Background: an optimization exercise with open tools, aiming at small area. Do not read the settings as production practice. Only simulation tests tie the RTL to the original design; equivalence was not proved. The clock port is modelled as an ideal driver; clocking choices that lean on that would not hold on a real chip. Power figures rest on the tool's default switching activity, not on a simulated workload.

==> flow/design.v (excerpt) <==
module relay_codec (
    input  wire        clk,
    input  wire        rst,
    input  wire [7:0]  dev_addr,
    input  wire        enabled,
    input  wire        cmd_valid,
    output wire        cmd_ready,
    input  wire [2:0]  cmd_op,
    input  wire [15:0] cmd_start,
    input  wire [15:0] cmd_count,
    input  wire [3:0]  cmd_channel,
    input  wire        cmd_on,
    input  wire [7:0]  cmd_states,
    input  wire [3:0]  cmd_states_len,
    input  wire        cmd_open_ok,
    output wire        tx_valid,
    output wire [7:0]  tx_data,
    input  wire        tx_ready,
    input  wire        tx_timeout,
    input  wire        rx_valid,
    input  wire [7:0]  rx_data,
    input  wire        rx_timeout,
    input  wire        io_fault,
    output wire        res_valid,
    input  wire        res_ready,
    output wire [2:0]  res_kind,
    output wire [2:0]  res_sub,
    output wire [8:0]  res_count,
    output wire [7:0]  res_code,
    output wire [7:0]  res_fc,
    output wire        coil_valid,
    input  wire        coil_ready,
    output wire [7:0]  coil_data,
    output wire        coil_last
);
export LEC_CHECK = 0
export CAP_MARGIN = 20
export CORE_MARGIN = 2
export CORE_UTILIZATION = 74
export PLACE_DENSITY = 0.82
export SLEW_MARGIN = 20
create_clock -name core_clock -period 10.0 [get_ports {clk}]
standard.sh (not shown) runs the stock make flow with config.mk's settings and CLKGATE_MAP_FILE= SYNTH_SCRIPT=/design/flow/synth_recipe.tcl, a recipe that flattens the netlist after the stock synthesis.
==> flow/flow/run.sh <==
#!/bin/bash
set -euo pipefail
export BUFFER_PORTS_ARGS="-buffer_cell sky130_fd_sc_hd__buf_1"
RES=orfs/results/sky130hd/relay_codec/base
LOGS=orfs/logs/sky130hd/relay_codec/base
base="-sink_clustering_enable -repair_clock_nets -dont_use_dummy_load -buf_list sky130_fd_sc_hd__buf_12"
tries=(
  "-sink_clustering_size 28 -sink_clustering_max_diameter 60"
  "-sink_clustering_size 32 -sink_clustering_max_diameter 60"
  "-sink_clustering_size 30 -sink_clustering_max_diameter 50"
  "-sink_clustering_size 26 -sink_clustering_max_diameter 70"
  "-sink_clustering_size 28 -sink_clustering_max_diameter 50"
  "-sink_clustering_size 24 -sink_clustering_max_diameter 60"
  "-sink_clustering_size 26 -sink_clustering_max_diameter 50"
  "-sink_clustering_size 28 -sink_clustering_max_diameter 45"
  "-sink_clustering_size 22 -sink_clustering_max_diameter 60"
  "-sink_clustering_size 20 -sink_clustering_max_diameter 40"
)
best=""
best_area=""
i=0
for t in "${tries[@]}"; do
  i=$((i + 1))
  rm -f $RES/4_* $LOGS/4_*
  export CTS_ARGS="$base $t"
  echo "CTS try $i: $CTS_ARGS" >> cts_tries.log
  if ! bash standard.sh cts > standard_cts_$i.log 2>&1; then
    echo "  failed" >> cts_tries.log
    continue
  fi
  CTS_ODB=$RES/4_cts.odb CTS_SDC=$RES/4_cts.sdc SLEW_OUT=slew_$i.txt \
    openroad -no_init -exit flow/clk_slew.tcl > slew_$i.log 2>&1 || continue
  read -r s a < slew_$i.txt
  echo "  largest clock pin slew $s ns, cell area $a um2" >> cts_tries.log
  if awk -v s="$s" -v a="$a" -v b="${best_area:-1e99}" 'BEGIN { exit !(s <= 0.120 && a < b) }'; then
    best=$i
    best_area=$a
    rm -rf keep
    mkdir -p keep/res keep/logs
    cp $RES/4_* keep/res/
    cp $LOGS/4_* keep/logs/
  fi
done
rm -f $RES/4_* $LOGS/4_*
if [[ -n "$best" ]]; then
  echo "kept try $best" >> cts_tries.log
  cp keep/res/* $RES/
  cp keep/logs/* $LOGS/
else
  echo "none qualified: ORFS default CTS" >> cts_tries.log
  unset CTS_ARGS
  bash standard.sh cts > standard_cts_default.log 2>&1
fi
bash standard.sh finish > standard.log 2>&1
Other scripts of this flow, unchanged in this note and not shown: flow/flow/clk_slew.tcl
Edit:
- CORE_UTILIZATION: 74 -> 70
- PLACE_DENSITY: 0.82 -> 0.8
=> The changed run ran to the end with no violations; cell area is higher slightly; flip-flop and latch count is unchanged; clock skew is higher by 7.9 ps; sequential power is about the same; setup slack improves by 540 ps; routed wire length is lower by roughly a tenth; maximum frequency is higher by a little under a tenth; synthesized area is unchanged.

v6:
Another version of the RTL of relay_codec (not shown whole).
For scale: roughly 3200 cells after synthesis, about 2100 flip-flops, ~130 I/O pins.
Settings: LEC_CHECK=0, CAP_MARGIN=20, CORE_MARGIN=2, CORE_UTILIZATION=74, PLACE_DENSITY=0.82, SLEW_MARGIN=20; clock period 10.0 ns.
==> flow/flow/run.sh <==
#!/bin/bash
set -euo pipefail
export BUFFER_PORTS_ARGS="-buffer_cell sky130_fd_sc_hd__buf_1"
RES=orfs/results/sky130hd/relay_codec/base
LOGS=orfs/logs/sky130hd/relay_codec/base
base="-sink_clustering_enable -repair_clock_nets -dont_use_dummy_load -buf_list sky130_fd_sc_hd__buf_12"
tries=(
  "-sink_clustering_size 28 -sink_clustering_max_diameter 60"
  "-sink_clustering_size 32 -sink_clustering_max_diameter 60"
  "-sink_clustering_size 30 -sink_clustering_max_diameter 50"
  "-sink_clustering_size 26 -sink_clustering_max_diameter 70"
  "-sink_clustering_size 28 -sink_clustering_max_diameter 50"
  "-sink_clustering_size 24 -sink_clustering_max_diameter 60"
  "-sink_clustering_size 26 -sink_clustering_max_diameter 50"
  "-sink_clustering_size 28 -sink_clustering_max_diameter 45"
  "-sink_clustering_size 22 -sink_clustering_max_diameter 60"
  "-sink_clustering_size 20 -sink_clustering_max_diameter 40"
)
: > cts_tries.log
i=0
for t in "${tries[@]}"; do
  i=$((i + 1))
  rm -f $RES/4_* $LOGS/4_*
  export CTS_ARGS="$base $t"
  echo "CTS try $i: $CTS_ARGS" >> cts_tries.log
  if ! bash standard.sh cts > standard_cts_$i.log 2>&1; then
    echo "  failed" >> cts_tries.log
    continue
  fi
  CTS_ODB=$RES/4_cts.odb CTS_SDC=$RES/4_cts.sdc SLEW_OUT=slew_$i.txt \
    openroad -no_init -exit flow/clk_slew.tcl > slew_$i.log 2>&1 || continue
  read -r s a < slew_$i.txt
  echo "  largest clock pin slew $s ns, cell area $a um2" >> cts_tries.log
  echo "$i $s $a" >> cts_results.txt
  mkdir -p keep_$i/res keep_$i/logs
  cp $RES/4_* keep_$i/res/
  cp $LOGS/4_* keep_$i/logs/
done

# the try with the least area whose slew is at most $1 ns, or nothing
pick() {
  [[ -f cts_results.txt ]] || return 0
  awk -v lim="$1" '$2 <= lim { print $3, $1 }' cts_results.txt | sort -g | head -1 | awk '{ print $2 }'
}

finish_with() {
  rm -f $RES/4_* $LOGS/4_* $RES/5_* $LOGS/5_* $RES/6_* $LOGS/6_*
  if [[ -n "$1" ]]; then
    echo "finishing with try $1" >> cts_tries.log
    cp keep_$1/res/* $RES/
    cp keep_$1/logs/* $LOGS/
  else
    echo "finishing with ORFS default CTS" >> cts_tries.log
    unset CTS_ARGS
    bash standard.sh cts > standard_cts_default.log 2>&1
  fi
  bash standard.sh finish > standard_$2.log 2>&1
}

final_slew_ok() {
  FINAL_ODB=$RES/6_final.odb FINAL_SDC=$RES/6_final.sdc FINAL_SPEF=$RES/6_final.spef \
    SLEW_OUT=final_slew_$1.txt openroad -no_init -exit flow/final_slew.tcl > final_slew_$1.log 2>&1 || return 1
  s=$(cat final_slew_$1.txt)
  echo "  after routing: largest clock pin slew $s ns" >> cts_tries.log
  awk -v s="$s" 'BEGIN { exit !(s <= 0.120) }'
}

first=$(pick 0.124)
finish_with "$first" 1
if ! final_slew_ok 1; then
  second=$(pick 0.114)
  if [[ -n "$second" && "$second" != "$first" ]]; then
    finish_with "$second" 2
    final_slew_ok 2 || finish_with "" 3
  else
    finish_with "" 3
  fi
fi
Other scripts of this flow, unchanged in this note and not shown: flow/flow/clk_slew.tcl, flow/flow/final_slew.tcl
v6 ended with every stage complete and zero timing, DRC or antenna violations.
[inputs] v7 vs v6
--- a/flow/flow/run.sh
+++ b/flow/flow/run.sh
@@ -63,11 +63,11 @@
   s=$(cat final_slew_$1.txt)
   echo "  after routing: largest clock pin slew $s ns" >> cts_tries.log
-  awk -v s="$s" 'BEGIN { exit !(s <= 0.120) }'
+  awk -v s="$s" 'BEGIN { exit !(s <= 0.118) }'
 }
 
-first=$(pick 0.124)
+first=$(pick 0.120)
 finish_with "$first" 1
 if ! final_slew_ok 1; then
-  second=$(pick 0.114)
+  second=$(pick 0.108)
   if [[ -n "$second" && "$second" != "$first" ]]; then
     finish_with "$second" 2
==> comparison <==
On number of buffers created by CTS, the lower figure sits with v7, not v6. Taking v6 as the reference, in v7 met1 wire length decreased about 9%, share of the clock period used by the worst path lost 2.8 points. Changes observed in v7 relative to v6: post-route core utilization saw a decrease, power went down about 20%, hold slack now smaller. Of the two candidates, v6 has the worse first-pass GRT wire length and v7 the better one. Between v6 and v7, the total power divided by cell area is lower for v7. Compared with v6, v7 has extra setup slack. v7 vs v6 — design area dropped 4000 sq um.

[static timing again, ports no longer ideal]
How much do the figures lean on ideal ports? The routed layouts below were timed once more, with nothing changed but the port constraints.
Step 1 sets driving cells, clkbuf_16 on the clock port and buf_2 on the other inputs (assumed; they add their load-dependent delay and slew).
Step 2 times the ports against the registers' clock, not the clock port: input delays grow and output delays shrink by t, the midpoint of the rising clock arrivals with the driver on.
a / b / c = ideal ports / drivers / drivers and shift; a / b = the first two.
run | shift t [ns] | setup slack, ns | worst setup path at the end | worst slew at a driven data input, ns
the first run of note 1 | 0.667 | 3.196 / 3.196 / 3.188 | input to register | 0.06
the second run of note 1 | 0.656 | 3.737 / 3.737 / 3.401 | input to register | 0.07
v6 | 0.834 | 4.094 / 4.017 / 4.156 | input to register | 0.16
v7 | 0.637 | 4.372 / 4.305 / 4.379 | input to register | 0.12
After both steps setup and hold are still met in every run listed. For the second run of note 1, which loses most, drivers alone change the setup slack by 0.000 ns; drivers and shift together by -0.336 ns.
